Source: an optimization exercise on an open RTL-to-GDS flow (aim: small area and few clock cycles). Production flows keep margins and buffers that such runs may drop. Function was checked by simulation only, so behaviour that the tests miss may differ from the original. No activity file was given, so power comes from the tool's default toggle rates.

===== flow/run.sh =====
#!/bin/bash
# Layout flow: the standard ORFS flow with
# - synthesis: the standard flow's synthesis script, but ABC maps with an area-oriented
#   script (flow/area.abc) and adders are left to ABC (no ha/fa extraction);
#   the registers are those of the standard synthesis;
# - port buffers made of sky130_fd_sc_hd__buf_1;
# - clock tree synthesis with clkbuf_8 clusters of at most 16 sinks and no
#   dummy loads.
# make's output goes to flow_make.log; ORFS keeps each step's log under orfs/logs.
set -euo pipefail
cd "$(dirname "$0")/.."
export AREA_ABC_SCRIPT="$PWD/flow/area.abc"
cat flow/abc_override.tcl synth_recipe.tcl > area_synth.tcl
bash standard.sh \
  "SYNTH_SCRIPT=$PWD/area_synth.tcl" \
  "ADDER_MAP_FILE=" \
  "BUFFER_PORTS_ARGS=-buffer_cell sky130_fd_sc_hd__buf_1" \
  "CTS_ARGS=-sink_clustering_enable -repair_clock_nets -dont_use_dummy_load -sink_clustering_size 16 -sink_clustering_max_diameter 80 -buf_list sky130_fd_sc_hd__clkbuf_8" \
  finish > flow_make.log 2>&1

===== flow/abc_override.tcl =====
# Prepended to the standard flow's synthesis script: ABC maps the logic with the
# area-oriented script in area.abc instead of ORFS's speed script, at a
# 10 ns delay target. Nothing else in the synthesis changes.
proc abc {args} {
  set out [list -script $::env(AREA_ABC_SCRIPT)]
  set skip 0
  foreach a $args {
    if {$skip} { set skip 0; continue }
    if {$a eq "-script" || $a eq "-D"} { set skip 1; continue }
    lappend out $a
  }
  lappend out -D 10000
  puts "area abc: $out"
  yosys abc {*}$out
}

===== flow/area.abc =====
strash; ifraig; scorr; dc2; dretime; strash; &get -n; &deepsyn -T 40; &dch -f; &nf -a -p -R 1000 -F 8 -A 4 -C 32; &put

===== standard.sh =====
#!/bin/bash
# synth_recipe.tcl (not shown) runs the flow's synth.tcl, then flattens the netlist and writes it again
# the make line also repeats each setting of config.mk as NAME=value (left out here)
make -C /OpenROAD-flow-scripts/flow DESIGN_CONFIG=/design/flow/config.mk WORK_HOME=/design/flow/orfs CLKGATE_MAP_FILE= SYNTH_SCRIPT=/design/flow/synth_recipe.tcl "${@:-finish}"

===== config.mk =====
export PLATFORM = sky130hd
export DESIGN_NAME = bbse_fc
export DESIGN_NICKNAME = bbse_fc
export VERILOG_FILES = /design/flow/design.v
export SDC_FILE = /design/flow/constraint.sdc
export NUM_CORES = 4
export LEC_CHECK = 0
export CAP_MARGIN = 0
export CORE_MARGIN = 2
export CORE_UTILIZATION = 60
export SLEW_MARGIN = 0

===== constraint.sdc =====
create_clock -name core_clock -period 10.0 [get_ports {clk}]
set_input_delay 2.0000 -clock core_clock [delete_from_list [all_inputs] [get_ports {clk}]]
set_output_delay 2.0000 -clock core_clock [all_outputs]
set_load 0.01 [all_outputs]

===== design.v =====
module bbse_fc (
    input  wire         clk,
    input  wire         rst,
    input  wire         req_valid,
    input  wire [31:0]  req_word,
    input  wire         buf_we,
    input  wire [2:0]   buf_idx,
    input  wire [7:0]   buf_wdata,
    output wire [7:0]   status,
    output wire [15:0]  result,
    output wire [55:0]  buf_q,
    output wire [127:0] rbuf_q,
    output wire         tx_valid,
    output wire [7:0]   tx_data,
    input  wire         tx_ready,
    input  wire         rx_valid,
    input  wire [7:0]   rx_data,
    input  wire         link_timeout,
    input  wire         link_closed
);
    localparam [2:0] P_IDLE  = 3'd0;
    localparam [2:0] P_OPEN  = 3'd1;
    localparam [2:0] P_CMD   = 3'd2;
    localparam [2:0] P_RSET  = 3'd3;
    localparam [2:0] P_RDAT  = 3'd4;
    localparam [2:0] P_WDAT  = 3'd5;
    localparam [2:0] P_CLOSE = 3'd6;
    localparam [2:0] P_SING  = 3'd7;
    localparam [4:0] C_TX0 = 5'd19;       
    localparam [4:0] C_HDR = 5'd30;       
    reg  [2:0]  ph;
    reg  [2:0]  st;          
    reg  [2:0]  bi;          
    reg  [2:0]  by;          
    reg  [4:0]  cnt;
    reg  [2:0]  err;
    reg  [15:0] res;
    reg  [7:0]  bufm  [0:6];
    reg  [7:0]  rbufm [0:15];
    wire busy  = (ph != P_IDLE);
    wire txing = cnt[4] & ~(cnt[3] & cnt[2] & cnt[1]);
    wire rxing = busy & ~txing;
    wire bb    = (by == 3'd7);
    wire [3:0]  w_op = req_word[31:28];
    wire [3:0]  w_n  = req_word[27:24];
    wire [7:0]  w_a  = req_word[23:16];
    wire [15:0] w_v  = req_word[15:0];
    reg [3:0] w_len;
    reg       w_cmd;
    always @(*) begin
        w_cmd = 1'b1;
        case (w_a)
            8'h60:        w_len = 4'd0;
            8'h62, 8'h63: w_len = 4'd1;
            8'h64, 8'h65: w_len = 4'd7;
            8'h66, 8'h67: w_len = 4'd3;
            8'h68, 8'h69: w_len = 4'd2;
            default: begin w_len = 4'd0; w_cmd = 1'b0; end
        endcase
    end
    reg wf;
    always @(*) begin
        case (w_op)
            4'h1, 4'h2: wf = (w_n == 4'd0) && (w_a == 8'd0) && (w_v[15:8] == 8'd0);
            4'h3:       wf = (w_n == 4'd0) && (w_a == 8'd0) && (w_v == 16'd0);
            4'h4:       wf = (w_n == 4'd0) && !w_a[0];
            4'h5:       wf = (w_n == 4'd0) && !w_a[0] && (w_v == 16'd0);
            4'h6:       wf = (w_n == 4'd0) && !w_a[0] && (w_v != 16'd0) && (w_v <= 16'd16);
            4'h7:       wf = w_cmd && (w_n == w_len) && (w_v == 16'd0);
            default:    wf = 1'b0;
        endcase
    end
    wire take   = req_valid && !busy;
    wire accept = take && wf;
    wire        is_rtc_rd = res[8];
    wire [2:0]  nm1 = (res[11:9] == 3'd1) ? 3'd0 :
                      (res[11:9] == 3'd2) ? 3'd6 :
                      (res[11:9] == 3'd3) ? 3'd2 : 3'd1;
    wire        last_byte = bb || (by == nm1);
    wire [63:0] wsrc = {res[7:0], bufm[6], bufm[5], bufm[4], bufm[3],
                        bufm[2], bufm[1], bufm[0]};
    wire        cbit = res[{~bb, ~bi}];
    wire        dbit = wsrc[{by, bi}];
    reg        rd;
    reg [6:0]  addr7;
    reg [2:0]  v3;
    always @(*) begin
        rd    = 1'b0;
        addr7 = 7'h62;
        v3    = 3'd0;
        case (ph)
            P_OPEN: case (st[1:0])
                2'd0: begin addr7 = 7'h64; v3 = 3'd1; end
                2'd1: v3 = 3'd1;
                2'd2: v3 = 3'd5;
                default: begin addr7 = 7'h63; v3 = 3'd7; end
            endcase
            P_CMD:  v3 = {1'b1, cbit, st[1:0] == 2'd3};
            P_WDAT: v3 = {1'b1, dbit, st[1:0] == 2'd3};
            P_RSET: begin addr7 = 7'h63; v3 = 3'd5; end
            P_RDAT: begin
                if (st == 3'd6) begin rd = 1'b1; v3 = 3'd2; end
                else v3 = {1'b1, 1'b0, st == 3'd5};
            end
            P_CLOSE: begin
                if (st[2]) addr7 = 7'h64;
                else v3 = {st[0], 1'b0, 1'b1};
            end
            P_SING: begin
                rd    = st[2] | st[1];
                addr7 = {by, bi, st[0]};
            end
            default: ;
        endcase
    end
    wire       sing  = (ph == P_SING);
    wire       r16   = sing & st[1];
    wire       rn    = sing & st[2];
    wire [7:0] vlo   = sing ? (res[7:0] | {6'd0, r16, 1'b0}) : {5'd0, v3};
    wire [7:0] vhi   = sing ? res[15:8] : 8'd0;
    reg [7:0] fbyte;
    always @(*) begin
        case (cnt)
            5'd19:   fbyte = 8'h09;
            5'd21:   fbyte = rd ? 8'hF6 : 8'hF5;
            5'd22:   fbyte = {1'b0, addr7};
            5'd26:   fbyte = vlo;
            5'd27:   fbyte = vhi;
            default: fbyte = 8'h00;
        endcase
    end
    assign tx_valid = busy & txing;
    assign tx_data  = fbyte;
    wire [4:0] cnt_inc = cnt + 5'd1;
    wire [4:0] lastv   = !rd ? 5'd31 : (rn ? res[4:0] : 5'd2);
    wire       rx_ok   = rxing & rx_valid;
    wire       ok      = rx_ok & (cnt_inc == lastv);
    wire       fail    = rxing & (link_timeout | link_closed);
    wire [2:0] fcode   = link_timeout ? 3'd1 : (cnt == C_HDR) ? 3'd2 : 3'd3;
    wire       smp_x   = (ph == P_RDAT) & (st == 3'd6);
    wire       smp_en  = smp_x & ((rx_ok & (cnt == 5'd0)) | fail);
    wire       sbit    = smp_x & rx_ok & rx_data[1];
    reg [2:0] nph, nst, nbi, nby;
    reg       fin;
    always @(*) begin
        nph = ph; nst = st + 3'd1; nbi = bi; nby = by; fin = 1'b0;
        if (fail) begin
            nst = 3'd0;
            if (ph == P_CLOSE || ph == P_SING || bb) fin = 1'b1;
            else nph = P_CLOSE;
        end else begin
            case (ph)
                P_OPEN: if (st[1:0] == 2'd3) begin nph = P_CMD; nst = 3'd0; end
                P_CMD: if (st[1:0] == 2'd3) begin
                    nst = 3'd0; nbi = bi + 3'd1;
                    if (bi == 3'd7) begin
                        if (bb) fin = 1'b1;
                        else if (res[11:8] == 4'd0) nph = P_CLOSE;
                        else if (is_rtc_rd) nph = P_RSET;
                        else nph = P_WDAT;
                    end
                end
                P_RSET: begin nph = P_RDAT; nst = 3'd0; end
                P_RDAT, P_WDAT:
                    if ((ph == P_RDAT) ? (st == 3'd6) : (st[1:0] == 2'd3)) begin
                        nst = 3'd0; nbi = bi + 3'd1;
                        if (bi == 3'd7) begin
                            if (last_byte) begin
                                if (bb) fin = 1'b1;
                                else nph = P_CLOSE;
                            end else nby = by + 3'd1;
                        end
                    end
                P_CLOSE: if (st[2]) fin = 1'b1;
                default: fin = 1'b1;
            endcase
        end
    end
    wire step = ok | fail;
    wire keep_res = (ph == P_RDAT & bb) | (r16 & !fail);
    always @(posedge clk) begin
        if (rst) begin
            ph  <= P_IDLE;
            cnt <= 5'd0;
            err <= 3'd0;
        end else if (!busy) begin
            if (req_valid) begin
                cnt <= C_TX0;
                if (wf) begin
                    err <= 3'd0;
                    case (w_op[2:0])
                        3'd1: ph <= P_CMD;
                        3'd2: ph <= P_WDAT;
                        3'd3: ph <= P_RDAT;
                        3'd7: ph <= P_OPEN;
                        default: ph <= P_SING;
                    endcase
                end else begin
                    err <= 3'd5;
                end
            end
        end else begin
            if (fail && err == 3'd0)
                err <= fcode;
            if (step) begin
                cnt <= C_TX0;
                ph  <= fin ? P_IDLE : nph;
            end else if (txing ? tx_ready : rx_valid) begin
                cnt <= cnt_inc;
            end
        end
    end
    always @(posedge clk) begin
        if (accept) begin
            if (w_op[2]) begin
                if (w_op[1:0] == 2'd3) begin
                    st <= 3'd0; bi <= 3'd0; by <= 3'd0;
                end else begin
                    st <= {w_op[1:0], w_a[1]};
                    bi <= w_a[4:2];
                    by <= w_a[7:5];
                end
            end else begin
                st <= 3'd0; bi <= 3'd0; by <= 3'd7;
            end
        end else if (busy && step) begin
            st <= nst; bi <= nbi; by <= nby;
        end
    end
    reg [15:0] res_d;
    always @(*) begin
        res_d = res;
        if (rst)
            res_d = 16'd0;
        else if (accept)
            res_d = (w_op == 4'h7) ? {w_a, 8'd0} : w_v;
        else if (busy && step && fin && !keep_res)
            res_d = 16'd0;
        else begin
            if (r16 && rx_ok && cnt == 5'd0) res_d[7:0]  = rx_data;
            if (r16 && rx_ok && cnt == 5'd1) res_d[15:8] = rx_data;
            if (smp_en) begin
                if (bi == 3'd0) res_d[7:1] = 7'd0;
                res_d[bi] = sbit;
            end
        end
    end
    always @(posedge clk)
        res <= res_d;
    wire [2:0] nrd = (res[11:9] == 3'd1) ? 3'd1 :
                     (res[11:9] == 3'd2) ? 3'd7 :
                     (res[11:9] == 3'd3) ? 3'd3 : 3'd2;
    wire       bclr = (ph == P_OPEN) & is_rtc_rd;
    reg  [7:0] smpd;
    integer j;
    always @(*)
        for (j = 0; j < 8; j = j + 1)
            smpd[j] = (bi == j) ? sbit : ((bi == 3'd0) ? 1'b0 : res[j]);
    wire [7:0] bufd = busy ? smpd : buf_wdata;
    integer k;
    always @(posedge clk) begin
        for (k = 0; k < 7; k = k + 1)
            if ((!busy && buf_we && buf_idx == k) ||
                (bclr && k < nrd) ||
                (smp_en && !bb && by == k))
                bufm[k] <= bufd;
    end
    always @(posedge clk) begin
        if (rn && rx_ok && !cnt[4])
            rbufm[cnt[3:0]] <= rx_data;
    end
    assign status = {1'b0, err, 2'b00, cnt[4] & !busy, busy};
    assign result = res;
    genvar g;
    generate
        for (g = 0; g < 7; g = g + 1) begin : g_buf
            assign buf_q[8*g +: 8] = bufm[g];
        end
        for (g = 0; g < 16; g = g + 1) begin : g_rbuf
            assign rbuf_q[8*g +: 8] = rbufm[g];
        end
    endgenerate
endmodule

==> results of run 1 <==
Yosys cell counts (all sizes together) (2+ instances only):
master   number  area (um2)
nor2b        14        87.6
mux2i         2        20.0
or2           6        37.5
a222oi       13         130
xor2          3        26.3
o221ai        5        43.8
o31ai         5        37.5
nor3         27         135
a2111oi       2        17.5
and3          6        37.5
buf           5        37.5
o311ai        6        52.6
nor3b         3        22.5
nand4b        3        26.3
o21ai        51         255
a311oi        2        17.5
o211ai        3        22.5
a41oi         4        35.0
a211oi        3        22.5
and2          4        25.0
xnor2         4        35.0
a221oi        3        26.3
nor4          8        50.1
a221o         6        60.1
or4           2        15.0
a31oi         9        56.3
nor2         70         263
nand2        88         330
nand4         9        56.3
a32oi         6        52.6
clkinv       14        52.6
a22oi         9        67.6
o22ai        22         138
edfxtp      193        5800
nand2b        9        56.3
dfxtp        27         541
nand3        26         130
a21oi        26         130
worst reg2reg max path: stages (launching register included):
cell and delay [ps]:
dfxtp_1 630, nor2b_1 350, nand3_1 270, nor2_1 320, a21oi_1 160, clkinv_1 80
o22ai_1 80, a32oi_1 240, a211oi_1 120, nor2b_1 500, nor3_1 180, nor4_1 1020
a22oi_1 250, nand2_1 140
placed cells by master (no fill, tap or decap), drive strengths merged, types with 4 or more instances in the layout:
cell | Yosys | layout
buf | 5 | 284
and2 | 4 | 4
a21oi | 26 | 26
or2 | 6 | 6
o221ai | 5 | 5
a31oi | 9 | 9
clkbuf | 0 | 17
clkinv | 14 | 14
o31ai | 5 | 5
a32oi | 6 | 6
dfxtp | 27 | 27
o22ai | 22 | 22
nor2b | 14 | 14
a222oi | 13 | 13
edfxtp | 193 | 193
o311ai | 6 | 6
o21ai | 51 | 51
and3 | 6 | 6
a221o | 6 | 6
xnor2 | 4 | 4
nor3 | 27 | 27
a41oi | 4 | 4
nor4 | 8 | 8
nand3 | 26 | 26
nor2 | 70 | 70
nand4 | 9 | 9
a22oi | 9 | 9
nand2b | 9 | 9
nand2 | 88 | 88
metrics by stage:
| stage | total power [mW] | setup slack, ps | hold WS, ps |
|---|---|---|---|
| global placement | 1.43 | 4880 | 501 |
| finish | 1.84 | 4560 | 558 |
| CTS | 1.83 | 4570 | 551 |
| detailed placement | 1.43 | 4650 | 534 |
| global route | 1.90 | 4390 | 580 |
| floorplan | 1.30 | 4930 | 506 |
power groups by stage:
stage | Combinational, mW | Clock, mW | Sequential (mW)
after floorplan | 0.175 | 0 | 1.12
after global placement | 0.298 | 0 | 1.13
after detailed placement | 0.304 | 0 | 1.13
after CTS | 0.305 | 0.412 | 1.11
after global routing | 0.338 | 0.443 | 1.12
final | 0.313 | 0.411 | 1.11
registers in the layout, indices dropped and copies added (netlist names):
register and count:
bi 3, bufm 56, by 3, cnt 5, err 3, ph 3, rbufm 128, res 16
st 3
logic make-up (layout without fill, tap and decap cells):
| family | count (synthesis) | in the layout |
|---|---|---|
| and+or+nand+nor | 278 | 278 |
| DFF | 220 | 220 |
| other | 1 | 3 |
| buffers and inverters | 19 | 315 |
| muxes | 3 | 3 |
| AOI/OAI and AO/OA | 185 | 185 |
| xor gates and xnor gates | 7 | 7 |
area by class of cell:
class	instances	area (um2)
fillers	1048	4020
multi-input cells	476	2660
repair buffers	284	1110
inverters	14	52.6
well taps	184	230
clock buffers	17	234
flip-flops and latches	220	6340
worst paths after layout:
| kind | to | cells after the start | startpoint | slack [ps] |
|---|---|---|---|---|
| setup / recovery | tx_data[1] | 10 | bi[0] | 4560 |
| hold reg to reg | err[2] | 2 | err[2] | 560 |
| setup reg to reg | res[9] | 13 | ph[2] | 5590 |
| hold / removal | err[2] | 2 | err[2] | 560 |
routing by layer:
metal	vias to the layer above	wire length (um)	GRT usage [%]
met4	0	913	11.2
met5	-	0	0
met2	530	13500	55.9
met3	77	3030	5.86
li1	3414	-	-
met1	3720	10200	44.0
==> impl_metrics.json, run 1 <==
{
  "slew_viol_final": 0,
  "antenna_cells": 0,
  "clk-insertion-delay-late_ps": 500,
  "post-route-period-util_pct": 54.4,
  "gp_congestion": 0.971,
  "power.leakage_nw": 3.37,
  "hp-class": "register to register",
  "syn_inst": 713,
  "min_period_ps": 5440,
  "io_pins": 276,
  "yosysUniqueCellTypes": 53,
  "track_usage_pct": 33.1,
  "cp.arrival_ps": 3440,
  "rows": 44,
  "drc": 0,
  "cp_top_family": "simple AND/OR/NAND/NOR gates",
  "setup_viol": 0,
  "ys_ff_latch": 220,
  "hold_buffers": 0,
  "synthSimpleGateAreaFrac_pct": 14.3,
  "drt.antenna.violating_nets": 0,
  "grt_max_degree": 21,
  "postSynthAreaPerCell_um2": 12.7,
  "synth_fa_ha_area_share_pct": 0,
  "fp.dieH_um": 127,
  "path_buf_inv": 2,
  "synthFlopType": "edfxtp_1",
  "p_int_mw": 1.30,
  "clk_path_buf_depth": 3,
  "critPathMostFrequentCell": "o21ai_0",
  "synth-xor-area-share_pct": 0.676,
  "io_buffers": 272,
  "routed_via_density": 6.48,
  "vdd_drop_max_uv": 126,
  "clock-skew-final_ps": 29.9,
  "p_sw_share_pct": 28.9,
  "tns_ps": 0,
  "vias": 7741,
  "muxShareOfSynthArea_pct": 0.345,
  "clock-root-buffer": "clkbuf_8",
  "synthToLayoutAreaGrowth_pct": 17.1,
  "die_w_um": 127,
  "power_frac_comb_pct": 17.0,
  "synth-edff-count": 193,
  "post-cts-setup-buffers": 0,
  "rsz0062_at_grt": "false",
  "placed_area_mm2": 0.0104,
  "cts_resized": 0,
  "path_clk_slew_ps": 110,
  "p_per_area_mw_per_mm2": 173,
  "final_cells": 1195,
  "wire_per_inst_um": 23.1,
  "wirelength_um": 27600,
  "grt_pass1_vias": 7247,
  "grt_first_pass_wirelength_um": 40800,
  "critPathRequiredTime_ps": 8000,
  "p_switching_mw": 0.531,
  "drive_gt1_share_pct": 2.97,
  "drtIter0Drc": 1081,
  "crit_path_max_fanout": 12,
  "yosys_warnings": 2,
  "p_clk_share_pct": 22.4,
  "core_area_mm2": 0.0146,
  "ys_seq_area_share_pct": 69.9,
  "crit_path_start_kind": "register",
  "synth_top_family_by_area": "simple AND/OR/NAND/NOR gates",
  "cp-end-kind": "primary output",
  "dp_cells": 1178,
  "tightest_slew_ps": 1230,
  "status": "complete, no violations",
  "gr-total-overflow": 0,
  "dieArea_mm2": 0.0161,
  "slowest_stage": "edfxtp_1",
  "stdcell_area_mm2": 0.0106,
  "cts.sinks": 220,
  "drt-pass1-iter-count": 6,
  "seq_power_share_pct": 60.6,
  "cts_tree": "built",
  "synthArstFlopShare_pct": 0,
  "crit_type": "register to primary output",
  "post-route-util_pct": 72.5,
  "drv_cap": 0,
  "cts.htree.levels": 1,
  "hpwl_um": 20000,
  "relSlewSlack_pct": 17.3,
  "synth_area_mm2": 0.00907,
  "max_freq_mhz": 184,
  "antenna_found_initial": 0,
  "numCtsBuffers": 17,
  "synth-compound-area-share_pct": 13.8,
  "hold_violations": 0,
  "slowest_delay_ps": 560,
  "fin_nets": 1072,
  "start_util_pct": 61.9,
  "crit_chain": "or2_0, buf_4, o21ai_0, nor3_1, or4_1, a21oi_1, o21ai_0, a41oi_1, o21ai_0, buf_1"
}
Testbench counts, summed over its fixed seeds: cycles 988,596.
==> run 2: changes to the inputs <==
--- a/flow/run.sh
+++ b/flow/run.sh
@@ -17,3 +17,3 @@
   "BUFFER_PORTS_ARGS=-buffer_cell sky130_fd_sc_hd__buf_1" \
-  "CTS_ARGS=-sink_clustering_enable -repair_clock_nets -dont_use_dummy_load -sink_clustering_size 16 -sink_clustering_max_diameter 80 -buf_list sky130_fd_sc_hd__clkbuf_8" \
+  "CTS_ARGS=-sink_clustering_enable -repair_clock_nets -dont_use_dummy_load -sink_clustering_size 20 -sink_clustering_max_diameter 60 -buf_list sky130_fd_sc_hd__clkbuf_8" \
   finish > flow_make.log 2>&1
==> run 2 against run 1 <==
Fmax fell by 0.53%; core utilization down 0.094 points; cell count about the same; area after synthesis unchanged; power decreased by 0.24%; clock power down 1%; first-iteration DRC count fell by 4.8%; synthesized cell count stayed put; combinational power hardly changed.
==> impl_metrics.json, run 2 <==
{
  "status": "complete, no violations",
  "post-cts-setup-buffers": 0,
  "drt.antenna.violating_nets": 0,
  "hp-start": "err[2]",
  "vias": 7813,
  "power.leakage_nw": 3.36,
  "p_per_area_mw_per_mm2": 173,
  "fin_nets": 1071,
  "numCtsBuffers": 16,
  "start_util_pct": 61.9,
  "yosysUniqueCellTypes": 53,
  "drc": 0,
  "max_freq_mhz": 183,
  "fillers": 1052,
  "gr-total-overflow": 0,
  "grt_first_pass_wirelength_um": 40900,
  "startpoint": "bi[0]",
  "yosys.area.top_type": "edfxtp_1",
  "path_clk_slew_ps": 110,
  "setup_viol": 0,
  "synthArstFlopShare_pct": 0,
  "routed_via_density": 6.54,
  "setup_slack_ps": 4530,
  "clk_path_buf_depth": 3,
  "post-route-period-util_pct": 54.7,
  "gp_congestion": 0.971,
  "synthSimpleGateAreaFrac_pct": 14.3,
  "multi_input_area_mm2": 0.00266,
  "io_pins": 276,
  "rows": 44,
  "largest_reg_flops": 128,
  "synthFlopType": "edfxtp_1",
  "r2r_cells": 13,
  "hold_buffers": 0,
  "cts_tree": "built",
  "core_area_mm2": 0.0146,
  "grt_max_degree": 21,
  "cts.sinks": 220,
  "reg2reg_slack_ps": 5600,
  "drtIter0Drc": 1029,
  "synth-xor-area-share_pct": 0.676,
  "ff_latch_area_mm2": 0.00634,
  "hp-class": "register to register",
  "antenna_found_initial": 0,
  "crit_path_max_fanout": 12,
  "yosys.area.top_type_share_pct": 63.9,
  "slew_viol_final": 0,
  "pre_cts_slack_ps": 4650,
  "synth_top_family_by_area": "simple AND/OR/NAND/NOR gates",
  "yosysMostFrequentCell": "edfxtp_1",
  "cp.arrival_ps": 3470,
  "postSynthAreaPerCell_um2": 12.7,
  "hold_depth": 2,
  "r2r_start": "ph[2]",
  "min_period_ps": 5470,
  "synth-compound-area-share_pct": 13.8,
  "relSlewSlack_pct": 15.6,
  "wirelength_um": 27800,
  "crit_type": "register to primary output",
  "grt_pass1_vias": 7245,
  "clock-skew-final_ps": 37.8,
  "synth-edff-count": 193,
  "wire_per_inst_um": 23.3,
  "muxShareOfSynthArea_pct": 0.345,
  "ys_ff_latch": 220,
  "dieArea_mm2": 0.0161,
  "syn_inst": 713,
  "track_usage_pct": 33.2,
  "r2r_end": "res[9]",
  "synth_fa_ha_area_share_pct": 0,
  "cts_resized": 0,
  "final_cell_mix": "buf_1, edfxtp_1, nand2_1",
  "rsz0062_at_grt": "false",
  "tns_ps": 0,
  "clock-root-buffer": "clkbuf_8",
  "fp.dieH_um": 127,
  "die_w_um": 127,
  "yosys_warnings": 2,
  "hpwl_um": 20000,
  "tightest_slew_ps": 1250,
  "cp-end-kind": "primary output",
  "clk-insertion-delay-late_ps": 520,
  "antenna_cells": 0,
  "critPathRequiredTime_ps": 8000,
  "min_to": "err[2]",
  "ys_seq_area_share_pct": 69.9,
  "synth_commonest_cells": "edfxtp_1, nand2_1, nor2_1",
  "hold_violations": 0,
  "drive_gt1_share_pct": 2.87,
  "drv_cap": 0,
  "cts.htree.levels": 1,
  "crit_path_start_kind": "register",
  "vdd_drop_max_uv": 139,
  "io_buffers": 272,
  "synthTopCellsByArea": "edfxtp_1, dfxtp_1, nand2_1",
  "final_common_cell": "buf_1",
  "synthToLayoutAreaGrowth_pct": 17.0,
  "drt-pass1-iter-count": 6,
  "synth_area_mm2": 0.00907
}
run 2: per-stage QoR:
stage	std cells	total power [mW]	util (%)	instance area [um2]	hold slack (ps)
2_1_floorplan	715	1.30	-	9080	506
3_3_place_gp	1178	1.43	70.9	10400	501
3_5_place_dp	1178	1.43	70.9	10400	534
4_1_cts	1194	1.82	72.4	10600	551
5_1_grt	1194	1.89	72.4	10600	580
6_report	1194	1.83	72.4	10600	559
run 2: cells by family (layout without fill, tap and decap cells):
group / Yosys count / in the layout
other: 1 / 3
buffers and inverters: 19 / 314
and+or+nand+nor: 278 / 278
DFF: 220 / 220
AOI/OAI and AO/OA: 185 / 185
muxes: 3 / 3
xor gates and xnor gates: 7 / 7
run 2: final cells by class:
cell class / count / share of cell area [%]
flip-flops and latches: 220 / 59.7
clock buffers: 16 / 2.08
multi-input cells: 476 / 25.1
repair buffers: 284 / 10.5
inverters: 14 / 0.495
well taps: 184 / 2.17
run 2: routing by layer:
metal	global-route usage, %	share of wire, %	routed length (um)
met5	0	0	0
met1	44.2	38	10500
met2	56.6	49	13600
met4	10.2	2.8	768
met3	5.74	11	2960
run 2: worst max-delay path by stage:
stage	endpoint	depth (start not counted)
after floorplan	res[13]	10
after global placement	res[13]	12
after detailed placement	res[8]	12
after CTS	tx_data[1]	10
after global routing	tx_data[1]	9
final	tx_data[1]	10
run 2: worst max-delay path, stage by stage, from the launching register on:
cell and delay, ps:
edfxtp_1 560, or2_0 450, buf_4 270, o21ai_0 150
nor3_1 60, or4_1 570, a21oi_1 170, o21ai_0 140
a41oi_1 280, o21ai_0 170, buf_1 170
run 2: power by group:
group          leakage [nW]  switching, mW  total (mW)  internal (mW)
clock                 0.115          0.262       0.407          0.145
combinational          1.29          0.224       0.312         0.0877
sequential             1.96         0.0483        1.11           1.06
total                  3.36          0.535        1.83           1.30
==> run 3: changes to the inputs <==
--- a/flow/run.sh
+++ b/flow/run.sh
@@ -17,3 +17,3 @@
   "BUFFER_PORTS_ARGS=-buffer_cell sky130_fd_sc_hd__buf_1" \
-  "CTS_ARGS=-sink_clustering_enable -repair_clock_nets -dont_use_dummy_load -sink_clustering_size 20 -sink_clustering_max_diameter 60 -buf_list sky130_fd_sc_hd__clkbuf_8" \
+  "CTS_ARGS=-sink_clustering_enable -repair_clock_nets -dont_use_dummy_load -sink_clustering_size 10 -sink_clustering_max_diameter 50 -buf_list sky130_fd_sc_hd__clkbuf_4" \
   finish > flow_make.log 2>&1
==> run 3 against run 2 <==
Still clean; combinational power about the same; first-iteration DRC count up 4.0%; cell count up 0.92%; synthesized cell count unchanged; routed wire length about the same; area after synthesis unchanged; power down 1.1%; register-to-register slack better by 40 ps; clock power down 4.9%; clock skew up 15 ps; sequential cell count unchanged.
==> impl_metrics.json, run 3 <==
{
  "status": "complete, no violations",
  "drc": 0,
  "synth_area_mm2": 0.00907,
  "hpwl_um": 20000,
  "yosys.area.top_type_share_pct": 63.9,
  "io_pins": 276,
  "ff_latch_area_mm2": 0.00634,
  "relSlewSlack_pct": 17.2,
  "start_util_pct": 61.9,
  "hold_buffers": 0,
  "cts.htree.levels": 1,
  "cp.arrival_ps": 3620,
  "yosys_warnings": 2,
  "drive_gt1_share_pct": 3.82,
  "yosysMostFrequentCell": "edfxtp_1",
  "gp_congestion": 0.971,
  "clock-skew-final_ps": 52.4,
  "total_power_mw": 1.81,
  "synthFlopType": "edfxtp_1",
  "post-route-period-util_pct": 56.2,
  "tightest_slew_ps": 1230,
  "final_cell_mix": "buf_1, edfxtp_1, nand2_1",
  "startpoint": "bi[0]",
  "hp-class": "register to register",
  "hold_violations": 0,
  "synthTopCellsByArea": "edfxtp_1, dfxtp_1, nand2_1",
  "grt_first_pass_wirelength_um": 41100,
  "gr-total-overflow": 0,
  "p_per_area_mw_per_mm2": 171,
  "numCtsBuffers": 26,
  "power.leakage_nw": 3.37,
  "setup_viol": 0,
  "syn_inst": 713,
  "slew_viol_final": 0,
  "fillers": 1065,
  "grt_max_degree": 21,
  "wire_per_inst_um": 23.1,
  "tns_ps": 0,
  "dieArea_mm2": 0.0161,
  "largest_reg_flops": 128,
  "path_clk_slew_ps": 100,
  "wirelength_um": 27800,
  "postSynthAreaPerCell_um2": 12.7,
  "synth_top_family_by_area": "simple AND/OR/NAND/NOR gates",
  "die_w_um": 127,
  "hp-start": "err[2]",
  "drt.antenna.violating_nets": 0,
  "clk_path_buf_depth": 3,
  "vdd_drop_max_uv": 156,
  "muxShareOfSynthArea_pct": 0.345,
  "drt-pass1-iter-count": 7,
  "clock-root-buffer": "clkbuf_4",
  "synth-edff-count": 193,
  "io_buffers": 272,
  "yosys.area.top_type": "edfxtp_1",
  "antenna_found_initial": 1,
  "track_usage_pct": 33.3,
  "ys_seq_area_share_pct": 69.9,
  "synth_commonest_cells": "edfxtp_1, nand2_1, nor2_1",
  "cp-end-kind": "primary output",
  "ys_ff_latch": 220,
  "cts_resized": 0,
  "fin_nets": 1081,
  "synth_fa_ha_area_share_pct": 0,
  "crit_type": "register to primary output",
  "synthToLayoutAreaGrowth_pct": 16.7,
  "synth-xor-area-share_pct": 0.676,
  "multi_input_area_mm2": 0.00266,
  "routed_via_density": 6.50,
  "drv_cap": 0,
  "min_period_ps": 5620,
  "yosysUniqueCellTypes": 53,
  "synthArstFlopShare_pct": 0,
  "cts_tree": "built",
  "post-cts-setup-buffers": 0,
  "final_common_cell": "buf_1",
  "vias": 7831,
  "crit_path_start_kind": "register",
  "drtIter0Drc": 1070,
  "synthSimpleGateAreaFrac_pct": 14.3,
  "clk-insertion-delay-late_ps": 660,
  "synth-compound-area-share_pct": 13.8,
  "cts.sinks": 220,
  "rsz0062_at_grt": "false",
  "max_freq_mhz": 178,
  "fp.dieH_um": 127,
  "r2r_start": "ph[2]",
  "rows": 44,
  "core_area_mm2": 0.0146,
  "critPathRequiredTime_ps": 8000,
  "grt_pass1_vias": 7329,
  "crit_path_max_fanout": 12
}
run 3: cell counts after synthesis:
Identical to the previous run, type by type.
run 3: area by class of cell:
type	instances	area share (%)
multi-input combinational	476	25.1
inverter	14	0.496
sequential	220	59.9
antenna	1	0.0236
tap	184	2.17
clock buffer	26	1.84
timing repair buffer	284	10.5
run 3: power breakdown:
part,internal [mW],leakage (nW),switching (mW),total [mW]
registers,1.06,1.96,0.0485,1.11
logic,0.0877,1.29,0.225,0.313
clock network,0.119,0.120,0.267,0.387
total,1.27,3.37,0.541,1.81
run 3: cell families after synthesis:
| group | Yosys count |
|---|---|
| XOR/XNOR | 7 |
| flip-flops | 220 |
| other | 1 |
| AND/OR/NAND/NOR | 278 |
| AO/OA/AOI/OAI | 185 |
| multiplexers | 3 |
| buffers and inverters | 19 |
run 3: path summary, 6_finish.rpt:
kind | to | slack (ps) | cells past startpoint
worst min register to register | err[2] | 560 | 2
worst min-delay path | err[2] | 560 | 2
worst max register to register | res[9] | 5640 | 13
worst max-delay path | tx_data[1] | 4380 | 10
run 3: worst max-delay path: stages, from the launching register on:
cell,delay [ps]
edfxtp_1,570
or2_0,450
buf_4,270
o21ai_0,150
nor3_1,60
or4_1,570
a21oi_1,170
o21ai_0,140
a41oi_1,280
o21ai_0,170
buf_1,170
run 3: metrics by stage:
stage	setup slack (ps)	instances	utilization [%]	instance area [um2]	hold slack, ps
final	4380	1205	72.3	10600	556
after global routing	4230	1205	72.3	10600	580
after CTS	4410	1204	72.3	10600	550
after detailed placement	4650	1178	70.9	10400	534
after global placement	4880	1178	70.9	10400	501
after floorplan	4930	715	-	9080	506
run 3: per-layer routing:
layer	wire length, um	share of wire [%]	up-vias	global-route usage, %
met4	835	3.0	0	10.6
met1	10400	37	3742	44.3
li1	-	-	3432	-
met5	0	0	-	0
met3	3120	11	78	6.20
met2	13500	48	579	56.3
==> run 4: changes to the inputs <==
--- a/flow/run.sh
+++ b/flow/run.sh
@@ -6,3 +6,3 @@
 # - port buffers made of sky130_fd_sc_hd__buf_1;
-# - clock tree synthesis with clkbuf_8 clusters of at most 16 sinks and no
+# - clock tree synthesis with clkbuf_4 clusters of at most 10 sinks and no
 #   dummy loads.
--- a/config.mk
+++ b/config.mk
@@ -10,2 +10,3 @@
 export CORE_UTILIZATION = 60
+export GPL_TIMING_DRIVEN = 0
 export SLEW_MARGIN = 0
==> run 4 against run 3 <==
Still clean on timing, DRC and antenna; power is 0.48% higher; die area stayed put; via count is 1.0% lower; critical endpoint unchanged.
==> impl_metrics.json, run 4 <==
{
  "p_per_area_mw_per_mm2": 172,
  "synth_top_family_by_area": "simple AND/OR/NAND/NOR gates",
  "synthSimpleGateAreaFrac_pct": 14.3,
  "synth-compound-area-share_pct": 13.8,
  "hold_violations": 0,
  "clk-insertion-delay-late_ps": 670,
  "yosys.area.top_type_share_pct": 63.9,
  "yosysUniqueCellTypes": 53,
  "die_w_um": 127,
  "grt_pass1_vias": 7340,
  "yosys_warnings": 2,
  "post-route-period-util_pct": 58.5,
  "dieArea_mm2": 0.0161,
  "cts.sinks": 220,
  "fin_nets": 1078,
  "clock-skew-final_ps": 74.0,
  "antenna_cells": 0,
  "slowest_stage": "or2_0",
  "synth-xor-area-share_pct": 0.676,
  "synthFlopType": "edfxtp_1",
  "relSlewSlack_pct": 16.3,
  "wire_per_inst_um": 23.5,
  "cts_resized": 0,
  "path_clk_slew_ps": 80,
  "hpwl_um": 19700,
  "synthTopCellsByArea": "edfxtp_1, dfxtp_1, nand2_1",
  "routed_via_density": 6.45,
  "synthArstFlopShare_pct": 0,
  "gr-total-overflow": 0,
  "yosysMostFrequentCell": "edfxtp_1",
  "crit_path_max_fanout": 18,
  "critPathRequiredTime_ps": 8000,
  "rows": 44,
  "final_common_cell": "buf_1",
  "status": "complete, no violations",
  "drt.antenna.violating_nets": 0,
  "numCtsBuffers": 26,
  "critPathMostFrequentCell": "o21ai_0",
  "post-cts-setup-buffers": 0,
  "cp-end-kind": "primary output",
  "syn_inst": 713,
  "io_pins": 276,
  "grt_first_pass_wirelength_um": 41700,
  "synth_area_mm2": 0.00907,
  "drtIter0Drc": 1025,
  "wirelength_um": 28200,
  "max_freq_mhz": 171,
  "antenna_found_initial": 0,
  "synth_commonest_cells": "edfxtp_1, nand2_1, nor2_1",
  "drive_gt1_share_pct": 3.83,
  "r2r_cells": 13,
  "crit_path_start_kind": "register",
  "drt-pass1-iter-count": 8,
  "vias": 7752,
  "io_buffers": 272,
  "rsz0062_at_grt": "false",
  "core_area_mm2": 0.0146,
  "crit_type": "register to primary output",
  "total_power_mw": 1.82,
  "fp.dieH_um": 127,
  "clock-root-buffer": "clkbuf_4",
  "slew_viol_final": 0,
  "hold_depth": 2,
  "postSynthAreaPerCell_um2": 12.7,
  "synthToLayoutAreaGrowth_pct": 16.6,
  "tightest_slew_ps": 1250,
  "track_usage_pct": 33.8,
  "grt_max_degree": 21,
  "largest_reg_flops": 128,
  "crit_chain": "or2_0, o21ai_0, nor3_1, or4_1, a21oi_1, o21ai_0, a41oi_1, o21ai_0, buf_1",
  "post-route-util_pct": 72.2,
  "cts_tree": "built",
  "cp.arrival_ps": 3850,
  "ys_seq_area_share_pct": 69.9,
  "slowest_delay_ps": 700,
  "synth-edff-count": 193,
  "synth_fa_ha_area_share_pct": 0,
  "hp-class": "register to register",
  "gp_congestion": 0.968,
  "tns_ps": 0,
  "drc": 0,
  "muxShareOfSynthArea_pct": 0.345,
  "cts.htree.levels": 1,
  "hold_buffers": 0,
  "start_util_pct": 61.9,
  "clk_path_buf_depth": 3,
  "power.leakage_nw": 3.35,
  "min_period_ps": 5850,
  "yosys.area.top_type": "edfxtp_1",
  "final_cell_mix": "buf_1, edfxtp_1, nand2_1",
  "setup_viol": 0,
  "ys_ff_latch": 220,
  "drv_cap": 0,
  "vdd_drop_max_uv": 97.3
}
run 4: layout make-up:
cell class | instances | area (um2)
plain buffers | 5 | 37.5
clock buffers | 26 | 195
fillers | 1085 | 4070
inverters | 14 | 52.6
multi-input cells | 476 | 2680
flip-flops and latches | 220 | 6340
well taps | 184 | 230
repair buffers | 276 | 1050
run 4: power breakdown:
group / internal, mW / switching [mW] / total [mW] / leakage [nW]
registers: 1.06 / 0.0504 / 1.11 / 1.96
logic: 0.0917 / 0.228 / 0.320 / 1.28
clock network: 0.119 / 0.267 / 0.386 / 0.120
total: 1.27 / 0.546 / 1.82 / 3.35
run 4: path summary, 6_finish.rpt:
path              startpoint  slack [ps]    endpoint
hold / removal        err[1]         560      err[1]
setup / recovery       bi[0]        4150  tx_data[1]
setup reg to reg       ph[1]        5650      res[7]
hold reg to reg       err[1]         560      err[1]
run 4: cells by family after synthesis:
| family | after synthesis |
|---|---|
| simple gates | 278 |
| other cells | 1 |
| xor+xnor | 7 |
| buf+inv | 19 |
| flops | 220 |
| compound gates | 185 |
| mux | 3 |
run 4: metal layers:
metal	vias up	track usage [%]	wire, um
li1	3427	-	-
met1	3655	44.6	10600
met2	585	57.4	13800
met3	85	5.69	2900
met4	0	11.6	850
met5	-	0	0
run 4: stage by stage:
stage / setup slack [ps] / area, um2 / instances / hold slack (ps)
2_1_floorplan: 4930 / 9080 / 715 / 506
4_1_cts: 4220 / 10600 / 1200 / 551
3_5_place_dp: 3650 / 10400 / 1174 / 539
6_report: 4150 / 10600 / 1201 / 561
5_1_grt: 3940 / 10600 / 1201 / 580
3_3_place_gp: 3250 / 10300 / 1171 / 500
run 4: critical path: cells and delay by family, from the launching register on:
kind	cells	cell delay (ps)
AOI/OAI and AO/OA	5	1150
DFF	1	600
buffers and inverters	1	170
and+or+nand+nor	3	1350
==> run 5: changes to the inputs <==
--- a/config.mk
+++ b/config.mk
@@ -10,3 +10,2 @@
 export CORE_UTILIZATION = 60
-export GPL_TIMING_DRIVEN = 0
 export SLEW_MARGIN = 0
==> run 5 against run 4 <==
Clock skew is 22 ps lower; area after synthesis stayed put; cell area increased by 0.12%; largest cell class unchanged.
==> impl_metrics.json, run 5 <==
{
  "status": "complete, no violations",
  "cts_resized": 0,
  "die_w_um": 127,
  "startpoint": "bi[0]",
  "yosys.area.top_type_share_pct": 63.9,
  "tns_ps": 0,
  "grt_pass1_vias": 7329,
  "ys_seq_area_share_pct": 69.9,
  "start_util_pct": 61.9,
  "crit_path_start_kind": "register",
  "hpwl_um": 20000,
  "crit_type": "register to primary output",
  "final_cell_mix": "buf_1, edfxtp_1, nand2_1",
  "total_power_mw": 1.81,
  "final_common_cell": "buf_1",
  "synthFlopType": "edfxtp_1",
  "endpoint": "tx_data[1]",
  "critPathRequiredTime_ps": 8000,
  "dieArea_mm2": 0.0161,
  "hold_buffers": 0,
  "drc": 0,
  "numCtsBuffers": 26,
  "cts.htree.levels": 1,
  "wire_per_inst_um": 23.1,
  "min_period_ps": 5620,
  "synthToLayoutAreaGrowth_pct": 16.7,
  "core_area_mm2": 0.0146,
  "path_clk_slew_ps": 100,
  "final_cells": 1205,
  "p_per_area_mw_per_mm2": 171,
  "yosysMostFrequentCell": "edfxtp_1",
  "tightest_slew_ps": 1230,
  "drt.antenna.violating_nets": 0,
  "drtIter0Drc": 1070,
  "vdd_drop_max_uv": 156,
  "post-route-util_pct": 72.3,
  "ys_ff_latch": 220,
  "clk_path_buf_depth": 3,
  "reg2reg_slack_ps": 5640,
  "postSynthAreaPerCell_um2": 12.7,
  "grt_first_pass_wirelength_um": 41100,
  "cts.sinks": 220,
  "synthTopCellsByArea": "edfxtp_1, dfxtp_1, nand2_1",
  "track_usage_pct": 33.3,
  "r2r_cells": 13,
  "setup_viol": 0,
  "power.leakage_nw": 3.37,
  "dp_cells": 1178,
  "wirelength_um": 27800,
  "r2r_start": "ph[2]",
  "cts_tree": "built",
  "gp_congestion": 0.971,
  "antenna_found_initial": 1,
  "routed_via_density": 6.50,
  "drt-pass1-iter-count": 7,
  "post-route-period-util_pct": 56.2,
  "max_freq_mhz": 178,
  "slew_viol_final": 0,
  "synth_commonest_cells": "edfxtp_1, nand2_1, nor2_1",
  "hp-class": "register to register",
  "io_pins": 276,
  "syn_inst": 713,
  "r2r_end": "res[9]",
  "hold_violations": 0,
  "fin_nets": 1081,
  "drv_cap": 0,
  "yosys_warnings": 2,
  "clk-insertion-delay-late_ps": 660,
  "grt_max_degree": 21,
  "synth-edff-count": 193,
  "cp-end-kind": "primary output",
  "gr-total-overflow": 0,
  "synthArstFlopShare_pct": 0,
  "drive_gt1_share_pct": 3.82,
  "vias": 7831,
  "yosysUniqueCellTypes": 53,
  "clock-root-buffer": "clkbuf_4",
  "synth_area_mm2": 0.00907,
  "rsz0062_at_grt": "false",
  "relSlewSlack_pct": 17.2,
  "crit_path_max_fanout": 12,
  "cp.arrival_ps": 3620,
  "yosys.area.top_type": "edfxtp_1",
  "largest_reg_flops": 128,
  "post-cts-setup-buffers": 0,
  "clock-skew-final_ps": 52.4,
  "fp.dieH_um": 127,
  "rows": 44,
  "io_buffers": 272
}
[run 5: area by class of cell]
class	count	area (um2)
Fill cell	1065	4060
Clock buffer	26	195
Timing Repair Buffer	284	1110
Multi-Input combinational cell	476	2660
Inverter	14	52.6
Antenna cell	1	2.50
Sequential cell	220	6340
Tap cell	184	230
[run 5: per-layer routing]
layer	global-route usage (%)	vias to the layer above	wire length (um)
met5	0	-	0
met1	44.3	3742	10400
li1	-	3432	-
met3	6.20	78	3120
met2	56.3	579	13500
met4	10.6	0	835
[run 5: stage by stage]
stage          hold WS [ps]  cell area [um2]  setup slack, ps
2_1_floorplan           506             9080             4930
3_3_place_gp            501            10400             4880
3_5_place_dp            534            10400             4650
4_1_cts                 550            10600             4410
5_1_grt                 580            10600             4230
6_report                556            10600             4380
[run 5: critical path, cell delays in order, from the launching register on]
cell,delay (ps)
edfxtp_1,570
or2_0,450
buf_4,270
o21ai_0,150
nor3_1,60
or4_1,570
a21oi_1,170
o21ai_0,140
a41oi_1,280
o21ai_0,170
buf_1,170
[run 5: how the worst min path moves through the flow]
stage	from	end	slack, ps	cells after the start
4_1_cts	err[1]	err[1]	550	2
3_5_place_dp	err[2]	err[2]	530	2
3_3_place_gp	err[1]	err[1]	500	2
5_1_grt	err[2]	err[2]	580	2
2_1_floorplan	res[13]	res[13]	510	2
6_report	err[2]	err[2]	560	2
[run 5: power breakdown]
part	total, mW	switching, mW	internal (mW)
sequential	1.11	0.0485	1.06
clock	0.387	0.267	0.119
combinational	0.313	0.225	0.0877
total	1.81	0.541	1.27
[run 5: cell families after synthesis]
group / after synthesis / synth area share [%]
mux: 3 / 0.345
simple gates: 278 / 14.3
xor+xnor: 7 / 0.676
other cells: 1 / 0.0413
flops: 220 / 69.9
compound gates: 185 / 13.8
buf+inv: 19 / 0.993
==> run 6: changes to the inputs <==
==> flow/area.abc (replaced) <==
strash; ifraig; scorr; dc2; dretime; strash; &get -n; &deepsyn -T 150; &dch -f; &nf -a -p -R 1000 -F 8 -A 4 -C 32; &put
==> run 6 against run 5 <==
Still clean on timing, DRC and antenna; critical path depth increased by 3; clock-buffer cell count stayed put; fmax grew 2.8%; area after synthesis rose by 0.17%; synthesized cell count unchanged; global-route usage increased by 0.98 points; core utilization increased by 0.11 points; sequential cell count did not move; largest power group unchanged; highest routed layer unchanged.
==> impl_metrics.json, run 6 <==
{
  "status": "complete, no violations",
  "yosys_warnings": 2,
  "io_pins": 276,
  "hold_buffers": 0,
  "reg2reg_slack_ps": 5350,
  "drive_gt1_share_pct": 3.83,
  "dieArea_mm2": 0.0161,
  "hpwl_um": 20300,
  "drt.antenna.violating_nets": 0,
  "relSlewSlack_pct": 18.5,
  "clk-insertion-delay-late_ps": 650,
  "path_clk_slew_ps": 110,
  "total_power_mw": 2.21,
  "gr-total-overflow": 0,
  "track_usage_pct": 34.3,
  "syn_inst": 713,
  "wirelength_um": 28300,
  "synth_commonest_cells": "edfxtp_1, nor2_1, nand2_1",
  "yosys.area.top_type": "edfxtp_1",
  "dp_cells": 1177,
  "p_clk_share_pct": 17.2,
  "drv_cap": 0,
  "final_cells": 1206,
  "p_switching_mw": 0.787,
  "cts_tree": "built",
  "clock-skew-final_ps": 68.6,
  "power.leakage_nw": 3.30,
  "synth_area_mm2": 0.00908,
  "final_common_cell": "buf_1",
  "routed_via_density": 6.54,
  "p_per_area_mw_per_mm2": 208,
  "antenna_found_initial": 1,
  "grt_first_pass_wirelength_um": 42600,
  "clk_path_buf_depth": 3,
  "postSynthAreaPerCell_um2": 12.7,
  "largest_reg_flops": 128,
  "yosysMostFrequentCell": "edfxtp_1",
  "power_frac_comb_pct": 26.8,
  "cp-end-kind": "primary output",
  "vias": 7886,
  "synthFlopType": "edfxtp_1",
  "p_int_mw": 1.42,
  "wire_per_inst_um": 23.4,
  "holdWs_ps": 539,
  "seq_power_share_pct": 56.0,
  "crit_path_max_fanout": 14,
  "drtIter0Drc": 1176,
  "tightest_slew_ps": 1210,
  "final_cell_mix": "buf_1, edfxtp_1, nor2_1",
  "gp_congestion": 0.978,
  "post-route-period-util_pct": 54.7,
  "p_sw_share_pct": 35.6,
  "yosys.area.top_type_share_pct": 63.8,
  "setup_viol": 0,
  "numCtsBuffers": 26,
  "core_area_mm2": 0.0146,
  "grt_max_degree": 24,
  "crit_type": "register to primary output",
  "ys_ff_latch": 220,
  "cts.sinks": 220,
  "synthArstFlopShare_pct": 0,
  "io_buffers": 272,
  "drc": 0,
  "grt_pass1_vias": 7480,
  "die_w_um": 127,
  "vdd_drop_max_uv": 172,
  "synthTopCellsByArea": "edfxtp_1, dfxtp_1, nor2_1",
  "drt-pass1-iter-count": 9,
  "hold_violations": 0,
  "start_util_pct": 62.0,
  "pre_cts_slack_ps": 4690,
  "hp-class": "register to register",
  "critPathRequiredTime_ps": 8000,
  "slew_viol_final": 0,
  "cts_resized": 0,
  "fin_nets": 1080,
  "rows": 44,
  "ys_seq_area_share_pct": 69.7,
  "placed_area_mm2": 0.0104,
  "cts.htree.levels": 1,
  "synth-edff-count": 193,
  "post-route-util_pct": 72.4,
  "setup_slack_ps": 4530,
  "fp.dieH_um": 127,
  "stdcell_area_mm2": 0.0106,
  "crit_path_start_kind": "register",
  "rsz0062_at_grt": "false",
  "min_period_ps": 5470,
  "max_freq_mhz": 183,
  "yosysUniqueCellTypes": 53,
  "cp.arrival_ps": 3470,
  "synthToLayoutAreaGrowth_pct": 16.7,
  "post-cts-setup-buffers": 0,
  "tns_ps": 0,
  "clock-root-buffer": "clkbuf_4"
}
==> run 6: cell types whose count changed after synthesis, sizes merged, moves of 4 or more <==
cell / change
a22oi: +6
o311ai: -5
nor2b: -4
nor2: +10
or3: +4
nor4: +5
nand2b: +4
o41ai: +4
a32oi: -4
o22ai: -5
nand2: -21
==> run 6: layout make-up <==
class,instances,area (um2)
diodes,3,7.51
clock buffers,26,195
fillers,1058,4040
inverters,11,41.3
multi-input cells,479,2690
flip-flops and latches,220,6340
well taps,184,230
repair buffers,283,1100
==> run 6: path summary, 6_finish.rpt <==
check	start	to	depth (start not counted)
max	bi[0]	tx_data[1]	13
min	err[0]	err[0]	1
max reg2reg	ph[1]	res[7]	13
min reg2reg	err[0]	err[0]	1
==> run 6: kinds of logic (layout without fill, tap and decap cells) <==
family	Yosys count	after routing	synth area share [%]
and+or+nand+nor	279	279	14.6
DFF	220	220	69.7
AOI/OAI and AO/OA	185	185	13.5
buffers and inverters	16	320	0.868
xor gates and xnor gates	9	9	0.868
muxes	3	3	0.344
other	1	6	0.0413
==> run 6: per-layer routing <==
layer  part of all wire [%]  track usage, %  vias to the layer above
li1                       -               -                     3419
met5                      0               0                        -
met4                    3.3            12.5                        0
met3                     11            5.28                       89
met2                     48            57.2                      638
met1                     37            46.5                     3740
==> run 6: critical path, stage by stage, from the launching register on <==
cell	delay, ps
edfxtp_1	610
or2_0	370
buf_4	270
o22ai_1	100
nor2_1	150
o21ai_0	110
o21ai_0	110
o31ai_1	110
a21oi_1	220
o2111ai_1	190
a21oi_1	220
o31ai_1	100
nand3_1	120
buf_1	190
==> run 6: power groups by stage <==
stage | Sequential [mW] | Clock, mW | Combinational [mW]
after floorplan | 1.23 | 0 | 0.340
after global placement | 1.25 | 0 | 0.561
after detailed placement | 1.25 | 0 | 0.572
after CTS | 1.23 | 0.383 | 0.577
after global routing | 1.24 | 0.414 | 0.635
final | 1.24 | 0.379 | 0.593

## static timing again, ports no longer ideal
In the flow no input, the clock included, has a driving cell. The finished layouts below were timed again as built, in two steps.
Step 1: set_driving_cell puts a clkbuf_16 on clk and a buf_2 on each other input, an assumption about the parent block.
Step 2 times the ports against the registers' clock, not the clock port: input delays grow and output delays shrink by t, the midpoint of the rising clock arrivals with the driver on.
Slacks: ideal / step 1 / step 2; pairs: ideal / step 1.
run	shift t [ns]	slack for setup (ns)	hold WS [ns]	worst data-port slew with drivers (ns)	pins driven straight from the clock port
run 1	0.527	4.558 / 4.516 / 4.521	0.558 / 0.558 / 0.558	0.05	1
run 2	0.536	4.529 / 4.489 / 4.499	0.559 / 0.559 / 0.559	0.05	1
run 3	0.670	4.377 / 4.336 / 4.527	0.556 / 0.556 / 0.556	0.05	1
run 4	0.673	4.151 / 4.113 / 3.520	0.561 / 0.561 / 0.561	0.06	1
run 5	0.670	4.377 / 4.336 / 4.527	0.556 / 0.556 / 0.556	0.05	1
run 6	0.659	4.529 / 4.485 / 4.568	0.539 / 0.539 / 0.539	0.07	1
After both steps setup and hold are still met in every run listed. The setup slack of run 4, which loses most, moves by -0.038 ns with the drivers and by -0.631 ns with both steps.
